Background: an optimization exercise with open tools, aiming at small area, a short achievable clock period and few clock cycles. Do not read the settings as production practice. Only simulation tests tie the RTL to the original design; equivalence was not proved.

$ cat config.mk
export PLATFORM = sky130hd
export DESIGN_NAME = bert_core
export DESIGN_NICKNAME = bert_core
export VERILOG_FILES = /design/flow/design.v
export SDC_FILE = /design/flow/constraint.sdc
export NUM_CORES = 4
export LEC_CHECK = 0
export CAP_MARGIN = 20
export CORE_MARGIN = 2
export CORE_UTILIZATION = 40
export SLEW_MARGIN = 20
$ cat constraint.sdc
create_clock -name core_clock -period 11.0 [get_ports {clk}]
set_input_delay 2.2000 -clock core_clock [delete_from_list [all_inputs] [get_ports {clk}]]
set_output_delay 2.2000 -clock core_clock [all_outputs]
set_load 0.01 [all_outputs]
$ cat design.v
module bert_core (
    input  wire        clk,
    input  wire        rst,
    input  wire        cmd_valid,
    output wire        cmd_ready,
    input  wire [63:0] cmd_data,
    output reg         rsp_valid,
    output reg  [3:0]  rsp_status,
    output reg  [63:0] rsp_value,
    output reg         mem_req,
    output reg         mem_we,
    output reg  [31:0] mem_addr,
    output reg  [7:0]  mem_wdata,
    input  wire        mem_gnt,
    input  wire [7:0]  mem_rdata
);
    localparam [3:0] ST_OK      = 4'd0;
    localparam [3:0] ST_ILLEGAL = 4'd1;
    localparam [3:0] ST_CONFIG  = 4'd2;
    localparam [3:0] ST_NOTCONF = 4'd3;
    localparam [3:0] ST_RANGE   = 4'd4;
    localparam [1:0] S_IDLE = 2'd0;
    localparam [1:0] S_DEC  = 2'd1;
    localparam [1:0] S_GEN  = 2'd2;
    localparam [1:0] S_RD   = 2'd3;
    function [31:0] tap_mask(input [5:0] n);
        case (n)
            6'd2:  tap_mask = 32'h00000003;
            6'd3:  tap_mask = 32'h00000006;
            6'd4:  tap_mask = 32'h0000000C;
            6'd5:  tap_mask = 32'h00000014;
            6'd6:  tap_mask = 32'h00000030;
            6'd7:  tap_mask = 32'h00000060;
            6'd8:  tap_mask = 32'h000000E1;
            6'd9:  tap_mask = 32'h00000110;
            6'd10: tap_mask = 32'h00000240;
            6'd11: tap_mask = 32'h00000500;
            6'd12: tap_mask = 32'h00000E08;
            6'd13: tap_mask = 32'h00001C80;
            6'd14: tap_mask = 32'h00003802;
            6'd15: tap_mask = 32'h00006000;
            6'd16: tap_mask = 32'h0000D008;
            6'd17: tap_mask = 32'h00012000;
            6'd18: tap_mask = 32'h00020400;
            6'd19: tap_mask = 32'h00072000;
            6'd20: tap_mask = 32'h00090000;
            6'd21: tap_mask = 32'h00140000;
            6'd22: tap_mask = 32'h00300000;
            6'd23: tap_mask = 32'h00420000;
            6'd24: tap_mask = 32'h00E10000;
            6'd25: tap_mask = 32'h01200000;
            6'd26: tap_mask = 32'h03880000;
            6'd27: tap_mask = 32'h07200000;
            6'd28: tap_mask = 32'h09000000;
            6'd29: tap_mask = 32'h14000000;
            6'd30: tap_mask = 32'h38000040;
            6'd31: tap_mask = 32'h48000000;
            6'd32: tap_mask = 32'hE0000200;
            default: tap_mask = 32'h00000000;
        endcase
    endfunction
    function slow_order(input [5:0] n);
        slow_order = (n < 6'd6) || (n == 6'd8) || (n == 6'd12) ||
                     (n == 6'd14) || (n == 6'd16);
    endfunction
    reg [1:0]  st;
    reg        rdy;
    reg [7:0]  op;
    reg [23:0] len;           
    assign cmd_ready = rdy;
    wire fmt_o_ok = (len == 24'd0) && (mem_addr[31:6] == 26'd0);
    wire fmt_q_ok = (len == 24'd0) && (mem_addr == 32'd0);
    wire [5:0] c_order = mem_addr[5:0];
    wire is_gen_init = (op == 8'h10) && fmt_o_ok;
    wire is_gen_fill = (op == 8'h11);
    wire is_chk_init = (op == 8'h20) && fmt_o_ok;
    wire is_chk_chk  = (op == 8'h21);
    wire is_query    = (op >= 8'h28) && (op <= 8'h2C) && fmt_q_ok;
    wire order_ok  = (c_order >= 6'd2) && (c_order <= 6'd32);
    wire range_bad = ({1'b0, mem_addr} + {9'd0, len}) > 33'h1_0000_0000;
    reg        gen_conf;
    reg [5:0]  gen_order;
    reg [31:0] gen_h;         
    reg        chk_conf;
    reg [5:0]  chk_order;
    reg [31:0] chk_h;         
    reg        chk_sync;
    reg [63:0] hist;          
    reg [5:0]  slack;         
    reg [6:0]  rem;           
    reg [5:0]  zr;            
    reg [6:0]  qr;            
    reg [7:0]  rx_lo;  reg [52:0] rx_hi;  reg rx_cy;  reg rx_sat;     
    reg [7:0]  in_lo;  reg [55:0] in_hi;  reg in_cy;  reg in_sat;
    reg [7:0]  er_lo;  reg [55:0] er_hi;  reg er_cy;  reg er_sat;
    reg [7:0]  ls_lo;  reg [55:0] ls_hi;  reg ls_cy;  reg ls_sat;
    reg [3:0]  in_inc;
    reg [3:0]  er_inc;
    reg        ls_inc;
    wire [63:0] rx_val = rx_sat ? {64{1'b1}} : {rx_hi, rx_lo, 3'b000};
    wire [63:0] in_val = in_sat ? {64{1'b1}} : {in_hi, in_lo};
    wire [63:0] er_val = er_sat ? {64{1'b1}} : {er_hi, er_lo};
    wire [63:0] ls_val = ls_sat ? {64{1'b1}} : {ls_hi, ls_lo};
    reg [31:0] tp;            
    reg        ser;           
    reg [2:0]  o;             
    reg [7:0]  pfx;           
    reg [7:0]  ebuf;          
    reg [23:0] cnt;           
    reg [7:0]  fifo0, fifo1, fifo2, fifo3;
    reg [1:0]  wp, rp;
    reg [2:0]  fcnt;          
    reg [2:0]  occ;           
    reg        rvd;           
    wire gen_act  = (st == S_GEN);
    wire rd_grant = mem_req && mem_gnt && !mem_we;
    wire chk_busy = (occ != 3'd0) || (in_inc != 4'd0) || (er_inc != 4'd0) || ls_inc ||
                    rx_cy || in_cy || er_cy || ls_cy || rvd;
    reg [7:0] bb;
    always @(*) begin
        case (rp)
            2'd0: bb = {fifo0[0], fifo0[1], fifo0[2], fifo0[3], fifo0[4], fifo0[5], fifo0[6], fifo0[7]};
            2'd1: bb = {fifo1[0], fifo1[1], fifo1[2], fifo1[3], fifo1[4], fifo1[5], fifo1[6], fifo1[7]};
            2'd2: bb = {fifo2[0], fifo2[1], fifo2[2], fifo2[3], fifo2[4], fifo2[5], fifo2[6], fifo2[7]};
            default: bb = {fifo3[0], fifo3[1], fifo3[2], fifo3[3], fifo3[4], fifo3[5], fifo3[6], fifo3[7]};
        endcase
    end
    wire [31:0] hs = gen_act ? gen_h : chk_h;
    wire        pm = gen_act || chk_sync;           
    reg [7:0]  lt;            
    reg [7:0]  m;             
    reg [7:0]  nbnc;          
    reg [7:0]  t;             
    reg [7:0]  nbv;           
    reg [31:0] terms;
    integer    k, i;
    always @(*) begin
        for (k = 0; k < 8; k = k + 1) begin
            lt[k]   = (k < o);
            m[k]    = ser ? (k == o) : !lt[k];
            nbnc[k] = lt[k] ? pfx[k] : bb[k];
        end
        for (k = 0; k < 8; k = k + 1) begin
            for (i = 0; i < 32; i = i + 1) begin
                if (i >= k)
                    terms[i] = tp[i] & hs[i - k];
                else if (i >= 4)
                    terms[i] = tp[i] & nbv[k - 1 - i];
                else
                    terms[i] = tp[i] & nbnc[k - 1 - i];
            end
            t[k]   = ^terms;
            nbv[k] = lt[k] ? pfx[k] : (pm ? t[k] : bb[k]);
        end
    end
    wire [7:0] x = bb ^ t;    
    wire [71:0] uvec;
    genvar gi;
    generate
        for (gi = 0; gi < 64; gi = gi + 1) begin : g_u
            assign uvec[gi] = hist[63 - gi];
        end
        for (gi = 0; gi < 8; gi = gi + 1) begin : g_ue
            assign uvec[64 + gi] = ebuf[gi];
        end
    endgenerate
    wire [5:0]  xsh = 6'd0 - {chk_order[4:0], 1'b0};      
    wire [71:0] xw  = uvec >> xsh;
    wire [7:0]  xb  = xw[7:0];
    wire [6:0] n2 = {chk_order, 1'b0};
    reg [4:0]        dk   [0:7];    
    reg [3:0]        ak   [0:7];
    reg [3:0]        rk   [0:7];
    reg              azk  [0:7];
    reg [7:0]        ev;
    reg [4:0]        d;
    reg [3:0]        a, r, rq;
    reg              az, aq, full, zok, qz, lossk, lockk;
    always @(*) begin
        d = 5'd8; a = 4'd0; r = 4'd0; rq = 4'd0; az = 1'b1; aq = 1'b1;
        for (k = 0; k < 8; k = k + 1) begin
            if (m[k]) begin
                a = a + 4'd1;
                d = d + {4'd0, x[k]} - {4'd0, xb[k]};
                if (x[k]) begin r = 4'd0; az = 1'b0; end else r = r + 4'd1;
                if (bb[k]) begin rq = 4'd0; aq = 1'b0; end else rq = rq + 4'd1;
            end
            dk[k] = d; ak[k] = a; rk[k] = r; azk[k] = az;
            lossk = ({2'd0, d} > ({1'b0, slack} + 7'd8));
            full  = ({3'd0, a} >= rem);
            zok   = az ? ({2'd0, a} >= zr) : ({2'd0, r} >= chk_order);
            qz    = aq ? ({3'd0, a} >= qr) : ({3'd0, rq} >= n2);
            lockk = full && zok && !qz;
            ev[k] = m[k] && !gen_act && (chk_sync ? lossk : lockk);
        end
    end
    reg [7:0] cm;             
    reg [7:0] endsel;         
    reg       anyev;
    always @(*) begin
        anyev = 1'b0;
        for (k = 0; k < 8; k = k + 1) begin
            cm[k]     = m[k] && !anyev;
            endsel[k] = cm[k] && (ev[k] || (ser ? 1'b1 : (k == 7)));
            anyev     = anyev || ev[k];
        end
    end
    reg [4:0]        d_end;
    reg [3:0]        a_end, r_end, rq_end;
    reg              az_end, aq_end;
    reg [2:0]        k_end;
    reg [3:0]        n_cm, n_err;
    reg              rq_az;
    always @(*) begin
        d_end = 5'd8; a_end = 4'd0; r_end = 4'd0; az_end = 1'b0; k_end = 3'd0;
        for (k = 0; k < 8; k = k + 1)
            if (endsel[k]) begin
                d_end = dk[k]; a_end = ak[k]; r_end = rk[k]; az_end = azk[k]; k_end = k;
            end
        n_cm = 4'd0; n_err = 4'd0;
        for (k = 0; k < 8; k = k + 1) begin
            n_cm  = n_cm + {3'd0, cm[k]};
            n_err = n_err + {3'd0, cm[k] & x[k]};
        end
        rq_end = 4'd0; aq_end = 1'b1;
        for (k = 0; k < 8; k = k + 1)
            if (cm[k]) begin
                if (bb[k]) begin rq_end = 4'd0; aq_end = 1'b0; end
                else rq_end = rq_end + 4'd1;
            end
    end
    wire       byte_done = endsel[7];
    wire [7:0] nbf = (cm & nbv) | (~cm & pfx);
    wire [7:0] ebf = (cm & (x & {8{chk_sync}})) | (~cm & ebuf);
    wire [7:0] nbf_r = {nbf[0], nbf[1], nbf[2], nbf[3], nbf[4], nbf[5], nbf[6], nbf[7]};
    wire [7:0] ebf_r = {ebf[0], ebf[1], ebf[2], ebf[3], ebf[4], ebf[5], ebf[6], ebf[7]};
    function [6:0] subsat(input [6:0] v, input [3:0] s);
        subsat = (v > {3'd0, s}) ? v - {3'd0, s} : 7'd0;
    endfunction
    wire gen_step = (cnt != 24'd0) && ((ser && (o != 3'd7)) || !mem_req || mem_gnt);
    wire chk_step = !gen_act && (fcnt != 3'd0);
    wire step     = gen_act ? gen_step : chk_step;
    wire pop      = chk_step && byte_done;
    always @(posedge clk) begin
        if (rdy) begin
            op  <= cmd_data[63:56];
            len <= cmd_data[55:32];
        end
        if (rvd) begin
            case (wp)
                2'd0: fifo0 <= mem_rdata;
                2'd1: fifo1 <= mem_rdata;
                2'd2: fifo2 <= mem_rdata;
                default: fifo3 <= mem_rdata;
            endcase
        end
        {rx_cy, rx_lo} <= {1'b0, rx_lo} + {8'd0, rvd};
        rx_hi  <= rx_hi + {52'd0, rx_cy};
        rx_sat <= rx_sat || (rx_cy && (&rx_hi));
        {in_cy, in_lo} <= {1'b0, in_lo} + {5'd0, in_inc};
        in_hi  <= in_hi + {55'd0, in_cy};
        in_sat <= in_sat || (in_cy && (&in_hi));
        {er_cy, er_lo} <= {1'b0, er_lo} + {5'd0, er_inc};
        er_hi  <= er_hi + {55'd0, er_cy};
        er_sat <= er_sat || (er_cy && (&er_hi));
        {ls_cy, ls_lo} <= {1'b0, ls_lo} + {8'd0, ls_inc};
        ls_hi  <= ls_hi + {55'd0, ls_cy};
        ls_sat <= ls_sat || (ls_cy && (&ls_hi));
        in_inc <= 4'd0;
        er_inc <= 4'd0;
        ls_inc <= 1'b0;
        if (step) begin
            pfx <= nbf;
            if (byte_done) o <= 3'd0;
            else           o <= k_end + 3'd1;
            if (gen_act) begin
                if (byte_done) gen_h <= {gen_h[23:0], nbf_r};
            end else begin
                ebuf <= ebf;
                if (byte_done) chk_h <= {chk_h[23:0], nbf_r};
                if (chk_sync) begin
                    in_inc <= n_cm;
                    er_inc <= n_err;
                    if (anyev) begin
                        chk_sync <= 1'b0;
                        ls_inc   <= 1'b1;
                        rem      <= n2;
                        zr       <= chk_order;
                        qr       <= n2;
                    end else begin
                        slack <= slack + 6'd8 - {1'b0, d_end};
                    end
                    if (byte_done) hist <= {hist[55:0], ebf_r};
                end else begin
                    if (anyev) begin
                        chk_sync <= 1'b1;
                        slack    <= chk_order;
                        hist     <= 64'd0;
                        ebuf     <= 8'd0;
                    end else begin
                        rem <= subsat(rem, a_end);
                        zr  <= az_end ? subsat({1'b0, zr}, a_end) : subsat({1'b0, chk_order}, r_end);
                        qr  <= aq_end ? subsat(qr, a_end) : subsat(n2, rq_end);
                        if (byte_done) hist <= {hist[55:0], ebf_r};
                    end
                end
            end
        end
        if (rvd) wp <= wp + 2'd1;
        if (pop) rp <= rp + 2'd1;
        fcnt <= fcnt + {2'd0, rvd} - {2'd0, pop};
        occ  <= occ + {2'd0, rd_grant} - {2'd0, pop};
        rvd  <= rd_grant;
        rsp_valid <= 1'b0;
        case (st)
            S_IDLE: begin
                if (cmd_valid) begin
                    rdy <= 1'b0;
                    st  <= S_DEC;
                end
            end
            S_DEC: begin
                if (!chk_busy) begin
                    rsp_status <= ST_OK;
                    rsp_value  <= 64'd0;
                    rsp_valid  <= 1'b1;
                    rdy        <= 1'b1;
                    st         <= S_IDLE;
                    o          <= 3'd0;
                    if (is_gen_init) begin
                        if (!order_ok) rsp_status <= ST_CONFIG;
                        else begin
                            gen_conf  <= 1'b1;
                            gen_order <= c_order;
                            gen_h     <= 32'd1;
                        end
                    end else if (is_chk_init) begin
                        if (!order_ok) rsp_status <= ST_CONFIG;
                        else begin
                            chk_conf  <= 1'b1;
                            chk_order <= c_order;
                            chk_h     <= 32'd1;
                            chk_sync  <= 1'b0;
                            rem       <= {c_order, 1'b0};
                            zr        <= c_order;
                            qr        <= {c_order, 1'b0};
                            slack     <= c_order;
                            hist      <= 64'd0;
                            rx_lo <= 8'd0; rx_hi <= 53'd0; rx_sat <= 1'b0;
                            in_lo <= 8'd0; in_hi <= 56'd0; in_sat <= 1'b0;
                            er_lo <= 8'd0; er_hi <= 56'd0; er_sat <= 1'b0;
                            ls_lo <= 8'd0; ls_hi <= 56'd0; ls_sat <= 1'b0;
                        end
                    end else if (is_gen_fill) begin
                        if (!gen_conf) rsp_status <= ST_NOTCONF;
                        else if (range_bad) rsp_status <= ST_RANGE;
                        else if (len != 24'd0) begin
                            rsp_valid <= 1'b0;
                            rdy       <= 1'b0;
                            st        <= S_GEN;
                            cnt       <= len;
                            tp        <= tap_mask(gen_order);
                            ser       <= slow_order(gen_order);
                        end
                    end else if (is_chk_chk) begin
                        if (!chk_conf) rsp_status <= ST_NOTCONF;
                        else if (range_bad) rsp_status <= ST_RANGE;
                        else if (len != 24'd0) begin
                            rsp_valid <= 1'b0;
                            rdy       <= 1'b0;
                            st        <= S_RD;
                            cnt       <= len - 24'd1;
                            mem_req   <= 1'b1;
                            mem_we    <= 1'b0;
                            tp        <= tap_mask(chk_order);
                            ser       <= slow_order(chk_order);
                        end
                    end else if (is_query) begin
                        if (!chk_conf) rsp_status <= ST_NOTCONF;
                        else begin
                            case (op[2:0])
                                3'd0:    rsp_value <= rx_val;
                                3'd1:    rsp_value <= in_val;
                                3'd2:    rsp_value <= er_val;
                                3'd3:    rsp_value <= {63'd0, chk_sync};
                                default: rsp_value <= ls_val;
                            endcase
                        end
                    end else begin
                        rsp_status <= ST_ILLEGAL;
                    end
                end
            end
            S_GEN: begin
                if (gen_step && byte_done) begin
                    mem_req   <= 1'b1;
                    mem_we    <= 1'b1;
                    mem_wdata <= nbf_r;
                    cnt       <= cnt - 24'd1;
                end else if (mem_req && mem_gnt) begin
                    mem_req <= 1'b0;
                    if (cnt == 24'd0) begin
                        rsp_status <= ST_OK;
                        rsp_value  <= 64'd0;
                        rsp_valid  <= 1'b1;
                        rdy        <= 1'b1;
                        st         <= S_IDLE;
                    end
                end
            end
            default: begin  
                if (mem_req && !mem_gnt) begin
                end else if (cnt != 24'd0 && ({1'b0, occ} + {3'd0, rd_grant}) <= 4'd3) begin
                    mem_req <= 1'b1;
                    cnt     <= cnt - 24'd1;
                end else begin
                    mem_req <= 1'b0;
                    if (rd_grant && cnt == 24'd0) begin
                        rsp_status <= ST_OK;
                        rsp_value  <= 64'd0;
                        rsp_valid  <= 1'b1;
                        rdy        <= 1'b1;
                        st         <= S_IDLE;
                    end
                end
            end
        endcase
        if (rdy) mem_addr <= cmd_data[31:0];
        else if (mem_req && mem_gnt) mem_addr <= mem_addr + 32'd1;
        if (rst) begin
            st        <= S_IDLE;
            rdy       <= 1'b1;
            rsp_valid <= 1'b0;
            mem_req   <= 1'b0;
            mem_we    <= 1'b0;
            gen_conf  <= 1'b0;
            chk_conf  <= 1'b0;
            o         <= 3'd0;
            wp        <= 2'd0;
            rp        <= 2'd0;
            fcnt      <= 3'd0;
            occ       <= 3'd0;
            rvd       <= 1'b0;
            in_inc    <= 4'd0;
            er_inc    <= 4'd0;
            ls_inc    <= 1'b0;
            rx_cy     <= 1'b0;
            in_cy     <= 1'b0;
            er_cy     <= 1'b0;
            ls_cy     <= 1'b0;
            rx_lo     <= 8'd0;
            in_lo     <= 8'd0;
            er_lo     <= 8'd0;
            ls_lo     <= 8'd0;
        end
    end
endmodule
$ cat run.sh
#!/bin/bash
# synth_recipe.tcl (not shown) runs the flow's synth.tcl, then flattens the netlist and writes it again
# the make line also repeats each setting of config.mk as NAME=value (left out here)
make -C /OpenROAD-flow-scripts/flow DESIGN_CONFIG=/design/flow/config.mk WORK_HOME=/design/flow/orfs CLKGATE_MAP_FILE= SYNTH_SCRIPT=/design/flow/synth_recipe.tcl finish
==> flow_summary.ini <==
[timing]
hold_viol = 0
rsz0062_at_grt = true
final.setup.tns_ps = -53370
min_period_over_period_pct = 109
worst_slew_pin_slew_ps = 1230
slew_viol_final = 0
skew_ps = 46.3
hold_ws_ps = 474
finalWorstSetupSlack_ps = -989
slew_headroom_pct = 17.7
fmax_mhz = 83.4
setup_violations = 110
fin_crit_ps = 11990

[place]
dp_hpwl_um = 136000
placed_area_um2 = 59000
place_inst = 8146
gp_congestion = 0.996
io_buffers = 186

[cells_and_area]
final_layout_size_suffix_gt1_share_pct = 19.1
layout_common_cells = nor2_1 (835), nand2_1 (682), buf_4 (634)
syn_to_final_growth_pct = 25.6
layout_commonest_cell = nor2_1
final_nets = 7110
fin_area_um2 = 64300
n_antenna_cell = 0
fin_cells = 8412
fill_cells = 11800

[logic_synthesis]
ys.flop_type = dfxtp_1
syn_avg_cell_area_um2 = 8.56
synth-seq-area-share_pct = 34.9
synthesis.area_um2 = 51200
ys_types = 107
yosys_register_bits = 766
yosys_warnings = 5
synth_edf_count = 255
netlist_instances = 5980
ys_async_sr_fraction_pct = 0

[critical_path]
max_stage_delay_ps = 480
crit_path_top_delay_cell = fa_1
critPathLaunchType = flop
crit_type = flop to flop
crit_fanout = 7
crit_arrival_ps = 12580
crit_path_end_kind = flop
crit_top_cell = ha_4
critPathRequiredTime_ps = 11590

[routing]
avgViaCountPerCell = 5.64
drt-initial-drc-count = 4273
vias = 47400
drt_pass1_iterations = 8
wirelength_um = 181000
wl_per_cell_um = 21.5
drt_drc_violations_left = 0
antenna_left = 0

[floorplanning]
start_util_pct = 40.2
die_w_um = 362
ios = 188
core_area_um2 = 127000
die_area_um2 = 131000
die_h_um = 362
rows = 131

[clock_network]
cts-hold-fix-buffers = 0
cts_max_level = 3
cts.sinks = 766
clock_latency_ps = 710
cts_tree = done
cts_buffers = 87
clk_pin_slew_worst_paths_ps = 70
cts_root_buffer = clkbuf_16
clockBufferDepth = 3

[global_route]
grt_pass1_wl_um = 275000
grt_max_degree = 111
antenna_found_initial = 0
track_usage_pct = 26.9
overflow = 0
grt_pass1_vias = 45400

[outcome]
so_faults = setup timing
outcome = complete, but fails checks

[run]
drv_cap = 0

[worst_hold_path]
hold_path.class = flop to flop
-- cells in the mapped netlist (all sizes together), types with 24 or more instances --
library cell / count / share of area, %
xor2: 211 / 3.6
edfxtp: 255 / 15
mux2: 55 / 1.2
a21oi: 297 / 2.9
a211oi: 54 / 0.83
o21a: 24 / 0.35
a22oi: 80 / 1.2
buf: 50 / 0.57
xnor2: 370 / 6.4
nand4: 77 / 0.94
nor2b: 52 / 0.64
and3: 53 / 0.65
nand3: 133 / 1.3
nor2: 849 / 6.2
nor4: 47 / 0.59
o21ai: 331 / 3.2
inv: 231 / 1.7
mux2i: 105 / 2.4
a21o: 90 / 1.3
a31oi: 29 / 0.35
mux4: 55 / 2.4
fa: 25 / 0.98
and2: 50 / 0.62
o22ai: 136 / 1.7
o211ai: 39 / 0.57
nand2b: 72 / 0.88
dfxtp: 511 / 20
clkbuf: 230 / 1.7
nand2: 689 / 5.1
or3: 42 / 0.51
nor3: 119 / 1.2
ha: 332 / 8.1
-- final timing paths --
kind	startpoint	to	slack (ps)	cells past startpoint
worst max-delay path	st[0]	rem[4]	-990	60
worst min-delay path	gen_h[29]	gen_h[29]	470	2
worst max register to register	st[0]	rem[4]	-990	60
worst min register to register	gen_h[29]	gen_h[29]	470	2
-- worst max-delay path: cells and delay by family, from the launching register on --
family | cells | cell delay, ps
fa+ha+maj | 12 | 3260
mux | 2 | 490
xor+xnor | 8 | 1590
buf+inv | 9 | 1050
simple gates | 13 | 1690
compound gates | 16 | 3510
flops | 1 | 320
-- kinds of logic after synthesis --
logic type | synth area share, %
adders and majority gates | 9.09
muxes | 5.99
DFF | 34.9
AOI/OAI and AO/OA | 15.6
buffers and inverters | 4.00
other | 0.00732
and+or+nand+nor | 19.8
xor gates and xnor gates | 10.5
-- cell type report --
type                    count  area [um^2]  area share, %
clock inverters            48          445          0.692
well taps                1662         2080           3.23
inverters                 239          935           1.45
clock buffers             114         2400           3.73
flip-flops and latches    766        17900           27.8
repair buffers            880         7470           11.6
multi-input cells        4703        33100           51.5
-- layer usage --
layer	track usage [%]	wire, um	vias to the layer above
li1	-	-	22600
met1	37.9	82300	23000
met2	42.7	81500	1582
met3	3.86	11500	294
met4	7.82	5490	0
met5	0	0	-
-- metrics by stage --
stage               utilization, %  worst slack (ps)
global placement              46.3             -1260
floorplan                        -             -1430
detailed placement            46.3             -1620
finish                        50.5              -989
CTS                           49.6              -882
global route                  50.5             -1540
-- sequential cells by signal (all words and copies together), names as in the netlist, 24 cells and up, named ones only --
name,count
tp,32
hist,64
rx_hi,53
rsp_value,64
mem_addr,32
gen_h,32
len,24
ls_hi,56
chk_h,32
in_hi,56
cnt,24
er_hi,56
-- what timing repair did --
action	CTS	global route
buffers inserted	67	47
cloned	1	0
pin swaps	139	132
setup endpoints to repair	216	218
gates resized for setup	189	163
Testbench counts, summed over its fixed seeds: cycles 22,527.

port drivers added, routing unchanged:
In the flow no input, the clock included, has a driving cell. The finished layout below was timed again as built, in two steps. Step 1, drivers: a clkbuf_16 drives clk and a buf_2 each remaining input, both assumed. Step 2 adds t to the input delays and takes it off the output delays; t is the mean of the earliest and latest rising clock arrival at the registers after step 1. Input paths then give back, and output paths get back, about the clock's delay inside the block. Three values: ideal, step 1, step 2; two values: the first two.
shift t [ns]: 0.763
slack for setup (ns): -0.989 / -0.989 / -0.989
hold WS [ns]: 0.474 / 0.474 / 0.474
latest minus earliest clock arrival (ns): 0.046 / 0.046
worst slew at a driven data input, ns: 0.06
The setup slack of this run moves by 0.000 ns with the drivers and by 0.000 ns with both steps.
